Source: an optimization exercise on an open RTL-to-GDS flow (aim: small area, a short achievable clock period and few clock cycles per item). Production flows keep margins and buffers that such runs may drop.
Only simulation tests tie the RTL to the original design; equivalence was not proved.
Power is estimated from default activity; no workload was simulated.

==> design/flow/design.v <==
module modbus_master #(
    parameter COUNT_MAX = 125
) (
    input  wire        clk,
    input  wire        rst,           
    input  wire        req_valid,
    output wire        req_ready,
    input  wire [7:0]  req_slave,
    input  wire [15:0] req_addr,
    input  wire [15:0] req_count,
    output wire        tx_valid,
    input  wire        tx_ready,
    output wire [7:0]  tx_data,
    input  wire        rx_valid,
    output wire        rx_ready,
    input  wire [7:0]  rx_data,
    input  wire        tmo,
    output wire        res_valid,
    input  wire        res_ready,
    output wire [15:0] res_data,
    output wire [2:0]  res_status,
    output wire        res_last
);
    localparam [2:0] ST_OK        = 3'd0,
                     ST_TIMEOUT   = 3'd1,
                     ST_CRC16     = 3'd2,
                     ST_ADDR_FUNC = 3'd3,
                     ST_LENGTH    = 3'd4,
                     ST_REFUSED   = 3'd5;
    localparam [2:0] S_IDLE   = 3'd0,
                     S_TX     = 3'd1,
                     S_RECV   = 3'd2,
                     S_WORDS  = 3'd3,
                     S_STATUS = 3'd4;
    reg [2:0]  state;
    reg [7:0]  slave;
    reg [15:0] addr;
    reg [6:0]  count;
    reg [8:0]  need;              
    reg [8:0]  cnt;               
    reg [15:0] crc;
    reg        bad_addr_func;
    reg        bad_len;
    reg        bad_crc;
    reg [2:0]  status;
    reg [6:0]  word_idx;
    reg [7:0]  rx_buf [0:249];    
    reg [7:0]  crc_in;
    reg [15:0] crc_next;
    integer k;
    always @(*) begin
        crc_next = crc ^ {8'h00, crc_in};
        for (k = 0; k < 8; k = k + 1)
            crc_next = crc_next[0] ? ((crc_next >> 1) ^ 16'hA001) : (crc_next >> 1);
    end
    reg [7:0] tx_byte;
    always @(*) begin
        case (cnt[2:0])
            3'd0: tx_byte = slave;
            3'd1: tx_byte = 8'h03;
            3'd2: tx_byte = addr[15:8];
            3'd3: tx_byte = addr[7:0];
            3'd4: tx_byte = 8'h00;
            3'd5: tx_byte = {1'b0, count};
            3'd6: tx_byte = crc[7:0];
            default: tx_byte = crc[15:8];
        endcase
    end
    always @(*) crc_in = (state == S_TX) ? tx_byte : rx_data;
    wire req_hs = req_valid && req_ready;
    wire tx_hs  = tx_valid && tx_ready;
    wire rx_hs  = rx_valid && rx_ready;
    wire res_hs = res_valid && res_ready;
    always @(posedge clk) begin
        if (rst) begin
            state <= S_IDLE;
        end else begin
            case (state)
                S_IDLE: if (req_hs) begin
                    if (req_count > COUNT_MAX) begin
                        status <= ST_REFUSED;
                        state  <= S_STATUS;
                    end else begin
                        slave <= req_slave;
                        addr  <= req_addr;
                        count <= req_count[6:0];
                        need  <= 9'd5 + {1'b0, req_count[6:0], 1'b0};
                        cnt   <= 9'd0;
                        crc   <= 16'hFFFF;
                        state <= S_TX;
                    end
                end
                S_TX: if (tx_hs) begin
                    if (cnt < 9'd6)
                        crc <= crc_next;
                    if (cnt == 9'd7) begin
                        cnt           <= 9'd0;
                        crc           <= 16'hFFFF;
                        bad_addr_func <= 1'b0;
                        bad_len       <= 1'b0;
                        bad_crc       <= 1'b0;
                        state         <= S_RECV;
                    end else begin
                        cnt <= cnt + 1'b1;
                    end
                end
                S_RECV: begin
                    if (rx_hs) begin
                        cnt <= cnt + 1'b1;
                        if (cnt < need - 9'd2)
                            crc <= crc_next;
                        if (cnt == 9'd0 && rx_data != slave)
                            bad_addr_func <= 1'b1;
                        if (cnt == 9'd1 && rx_data != 8'h03)
                            bad_addr_func <= 1'b1;
                        if (cnt == 9'd2 && rx_data != {count, 1'b0})
                            bad_len <= 1'b1;
                        if (cnt >= 9'd3 && cnt < need - 9'd2)
                            rx_buf[cnt - 9'd3] <= rx_data;
                        if (cnt == need - 9'd2 && rx_data != crc[7:0])
                            bad_crc <= 1'b1;
                        if (cnt == need - 9'd1 && rx_data != crc[15:8])
                            bad_crc <= 1'b1;
                    end
                    if (tmo && !(rx_hs && cnt == need - 9'd1)) begin
                        status <= ST_TIMEOUT;
                        state  <= S_STATUS;
                    end else if (rx_hs && cnt == need - 9'd1) begin
                        word_idx <= 7'd0;
                        if (bad_crc || rx_data != crc[15:8]) begin
                            status <= ST_CRC16;
                            state  <= S_STATUS;
                        end else if (bad_addr_func) begin
                            status <= ST_ADDR_FUNC;
                            state  <= S_STATUS;
                        end else if (bad_len) begin
                            status <= ST_LENGTH;
                            state  <= S_STATUS;
                        end else begin
                            status <= ST_OK;
                            state  <= (count == 7'd0) ? S_STATUS : S_WORDS;
                        end
                    end
                end
                S_WORDS: if (res_hs) begin
                    if (word_idx == count - 1'b1)
                        state <= S_STATUS;
                    word_idx <= word_idx + 1'b1;
                end
                S_STATUS: if (res_hs)
                    state <= S_IDLE;
                default: state <= S_IDLE;
            endcase
        end
    end
    assign req_ready  = (state == S_IDLE);
    assign tx_valid   = (state == S_TX);
    assign tx_data    = tx_byte;
    assign rx_ready   = (state == S_RECV);
    assign res_valid  = (state == S_WORDS) || (state == S_STATUS);
    assign res_last   = (state == S_STATUS);
    assign res_status = (state == S_STATUS) ? status : ST_OK;
    assign res_data   = (state == S_WORDS) ? {rx_buf[{word_idx, 1'b0}], rx_buf[{word_idx, 1'b1}]} : 16'h0000;
endmodule
==> design/flow/run.sh <==
#!/bin/bash
# synth_recipe.tcl (not shown) runs the flow's synth.tcl, then flattens the netlist and writes it again
# the make line also repeats each setting of config.mk as NAME=value (left out here)
make -C /OpenROAD-flow-scripts/flow DESIGN_CONFIG=/design/flow/config.mk WORK_HOME=/design/flow/orfs CLKGATE_MAP_FILE= SYNTH_SCRIPT=/design/flow/synth_recipe.tcl finish
==> design/flow/config.mk <==
export PLATFORM = sky130hd
export DESIGN_NAME = modbus_master
export DESIGN_NICKNAME = modbus_master
export VERILOG_FILES = /design/flow/design.v
export SDC_FILE = /design/flow/constraint.sdc
export NUM_CORES = 4
export LEC_CHECK = 0
export CAP_MARGIN = 20
export CORE_MARGIN = 2
export CORE_UTILIZATION = 40
export PLACE_DENSITY = 0.6
export SLEW_MARGIN = 20
==> design/flow/constraint.sdc <==
create_clock -name core_clock -period 9.0 [get_ports {clk}]
set_input_delay 1.8000 -clock core_clock [delete_from_list [all_inputs] [get_ports {clk}]]
set_output_delay 1.8000 -clock core_clock [all_outputs]
set_load 0.01 [all_outputs]
==> flow_summary.toml <==
[run_status]
outcome = "complete, no violations"

[drt]
drc_errors = 0
ant_nets = 0
vias = 40140
via_per_inst = 5.649
drt_iter0_drc = 4462
firstDrtPassIters = 5
drt-total-wl_mm = 199.4
wl_per_cell_um = 28.06

[setup_path]
cpMaxStageDelayCell = "dfxtp_4"
cp-end-kind = "primary output"
required_ns = 7.20
cp-start-kind = "flip-flop"
crit_arrival_ns = 5.36
path_class = "reg -> out"
crit_fanout = 38
cp_cell_sequence = "buf_12 -> buf_12 -> mux4_2 -> mux4_2 -> mux2i_1 -> a21oi_1 -> mux2i_1 -> nor2_1 -> clkdlybuf4s50_1"
slowest_delay_ns = 0.90

[floorplan]
die_h_um = 460.9
row_count = 167
die_area_mm2 = 0.2125
initial_core_util_pct = 40.29
coreArea_mm2 = 0.2073
die_w_um = 460.9
io_pins = 87

[clock_network]
htree_levels = 4
cts_buffer_depth = 3
cts_tree = "done"
clk_pin_slew_ns = 0.07
cts.repair.resized = 0
cts_setup_buffers = 0
numCtsBuffers = 202
clock_latency_ns = 0.84
cts-root-buf = "clkbuf_16"
ctsHoldBuffers = 0
clkSinkCount = 2086

[yosys]
synth.distinct_cells = 65
netlist.area_leader.share_pct = 74.64
ys_seq_area_share_pct = 74.88
synth_area_leaders = "edfxtp_1 (75%), mux4_2 (17%), nor3_1 (1.4%)"
ys_async_sr_fraction_pct = 0
syn_nets = 3945
syn-instance-count = 3872
yosys_warnings = 1
ys.flop_type = "edfxtp_1"
ys_ff_latch = 2086
synth_edf_count = 2076
avgSynthCellArea_um2 = 21.57
synth_top_area_cell = "edfxtp_1"
syn-cell-area_mm2 = 0.08352

[layout]
finalInstanceArea_mm2 = 0.09593
nNetsFinal = 4217
final_cells = 7105
area_growth_pct = 14.87
drive_gt1_share_pct = 30.46
num_antenna_cells = 0

[global_routing]
grt_use_total_pct = 18.86
grt_start_max_net_pins = 180
antenna_found_initial = 11
grt_pass1_wl_mm = 291.4
grt-ovfl-total = 0
grt_pass1_vias = 40490

[timing]
drv_slew = 0
layout_min_cycle_time_ns = 7.161
rsz0062_at_grt = "false"
hold_violations = 0
relSlewSlack_pct = 22.65
finalClockSkew_ns = 0.04861
setup_viol_count_final = 0
tightest_slew_ns = 1.128
period_share_pct = 79.57
clock.fmax_ghz = 0.1396
setup_tns_ns = 0

[power]
leakagePower_uw = 0.03040
ir_drop_mv = 0.2071
powerDensity_mw_per_mm2 = 201.8

[placed_design]
dpl.hpwl_mm = 122.2
port_buffers = 86
dp.cells = 6728
place_congestion = 0.8047
post_dp_cell_area_mm2 = 0.08944

[job]
drv_cap = 0

[hold_path]
hold_path.class = "reg -> reg"
## critical path, delay by kind of cell, from the launching register on
| kind | cells | cell delay [ns] |
|---|---|---|
| multiplexers | 4 | 1.99 |
| AO/OA/AOI/OAI | 1 | 0.28 |
| AND/OR/NAND/NOR | 1 | 0.08 |
| buffers and inverters | 3 | 1.16 |
| flip-flops | 1 | 0.90 |
## layout make-up
class | count | area [um^2]
fillers | 17170 | 111300
flip-flops and latches | 2086 | 62560
multi-input cells | 1505 | 20430
clock buffers | 238 | 5233
well taps | 2788 | 3488
repair buffers | 331 | 2890
clock inverters | 139 | 1262
inverters | 18 | 72.57
## Yosys cell counts (34+ instances only)
cell / number
a21oi_1: 39
buf_1: 62
clkbuf_1: 171
edfxtp_1: 2076
mux2i_1: 39
mux4_2: 640
nand2_1: 62
nor2_1: 83
nor3_1: 230
or3_1: 47
xnor2_1: 47
xor2_1: 34
## cell usage in the layout, fill, tap and decap left out, types with 12 or more instances in the layout
| master | synthesis | final |
|---|---|---|
| edfxtp_1 | 2076 | 2076 |
| mux4_2 | 640 | 640 |
| buf_4 | 0 | 233 |
| clkbuf_16 | 0 | 204 |
| nor3_1 | 230 | 161 |
| nor2_1 | 83 | 83 |
| clkdlybuf4s50_1 | 0 | 78 |
| nor3_2 | 1 | 69 |
| nand2_1 | 62 | 61 |
| clkinv_1 | 0 | 52 |
| or3_1 | 47 | 47 |
| xnor2_1 | 47 | 46 |
| clkinv_2 | 0 | 42 |
| mux2i_1 | 39 | 39 |
| a21oi_1 | 39 | 37 |
| clkbuf_1 | 171 | 34 |
| xor2_1 | 34 | 33 |
| nor2b_1 | 29 | 29 |
| nor3b_1 | 33 | 20 |
| nand2b_1 | 19 | 19 |
| nand3_1 | 19 | 19 |
| ha_1 | 18 | 18 |
| bufinv_16 | 0 | 18 |
| inv_1 | 17 | 17 |
| a211oi_1 | 16 | 16 |
| mux2_2 | 13 | 13 |
| nor4_1 | 21 | 13 |
| nor3b_2 | 0 | 13 |
| o21ai_0 | 13 | 12 |
| buf_12 | 0 | 12 |
## cell families after synthesis
kind of cell / synth area share [%]
adders and majority gates: 0.2697
AOI/OAI and AO/OA: 0.9633
xor gates and xnor gates: 0.9049
and+or+nand+nor: 3.735
buffers and inverters: 1.341
DFF: 74.88
muxes: 17.90
## where the power goes
group | total, uW | switching [uW] | internal [uW] | leakage [uW]
registers | 10700 | 8.31 | 10700 | 0.0187
logic | 356 | 276 | 79.2 | 0.00850
clock network | 8310 | 3630 | 4680 | 0.00317
## routing by layer
layer	part of all wire (%)	wire [um]	GRT usage, %
met1	44	87220	27.66
met2	48	95730	29.75
met3	6.2	12420	2.962
met4	2.0	3920	4.504
met5	0.039	77	0
## registers in the layout, indices dropped and copies added (netlist names), 3 cells and up, named ones only
signal / flops
addr: 16
cnt: 9
count: 7
crc: 16
need: 7
rx_buf: 2000
slave: 8
state: 3
status: 3
word_idx: 7
## worst paths after layout
path	depth (start not counted)	from	endpoint	slack, ns
setup / recovery	9	flip-flop	res_data[1]	1.84
hold / removal	1	word_idx[1]	flip-flop	0.59
setup reg to reg	11	count[0]	rx_buf[152][3]	4.34
hold reg to reg	1	word_idx[1]	flip-flop	0.59
## metrics by stage
| step | power (uW) | setup WS [ns] | util, % | hold WS (ns) |
|---|---|---|---|---|
| after floorplan | 10990 | 3.291 | - | 0.5206 |
| after global placement | 11240 | 2.601 | 43.12 | 0.5878 |
| after detailed placement | 11250 | 2.629 | 43.15 | 0.5676 |
| after CTS | 19510 | 1.738 | 46.28 | 0.5980 |
| after global routing | 19900 | 1.553 | 46.28 | 0.6239 |
| final | 19350 | 1.839 | 46.28 | 0.5878 |
Testbench counts, summed over its fixed seeds: cycles 22,326, transactions 320.

-- separate check: timing with driven ports --
In the flow no input, the clock included, has a driving cell. The finished layout below was timed again as built, in two steps.
Step 1, drivers: a clkbuf_16 drives clk and a buf_2 each remaining input, both assumed.
Step 2 adds t to the input delays and takes it off the output delays; t is the mean of the earliest and latest rising clock arrival at the registers after step 1. Input paths then give back, and output paths get back, about the clock's delay inside the block.
Three values: ideal ports, drivers, drivers and shift; two values: the first two.
shift t [ns]: 0.901
setup WS [ns]: 1.839 / 1.760 / 2.661
hold slack, ns: 0.588 / 0.588 / 0.588
clock arrival spread, ns: 0.056 / 0.057
cell pins on the clock port's net: 1
After both steps setup and hold are still met in this run. The setup slack of this run moves by -0.079 ns with the drivers and by +0.822 ns with both steps.
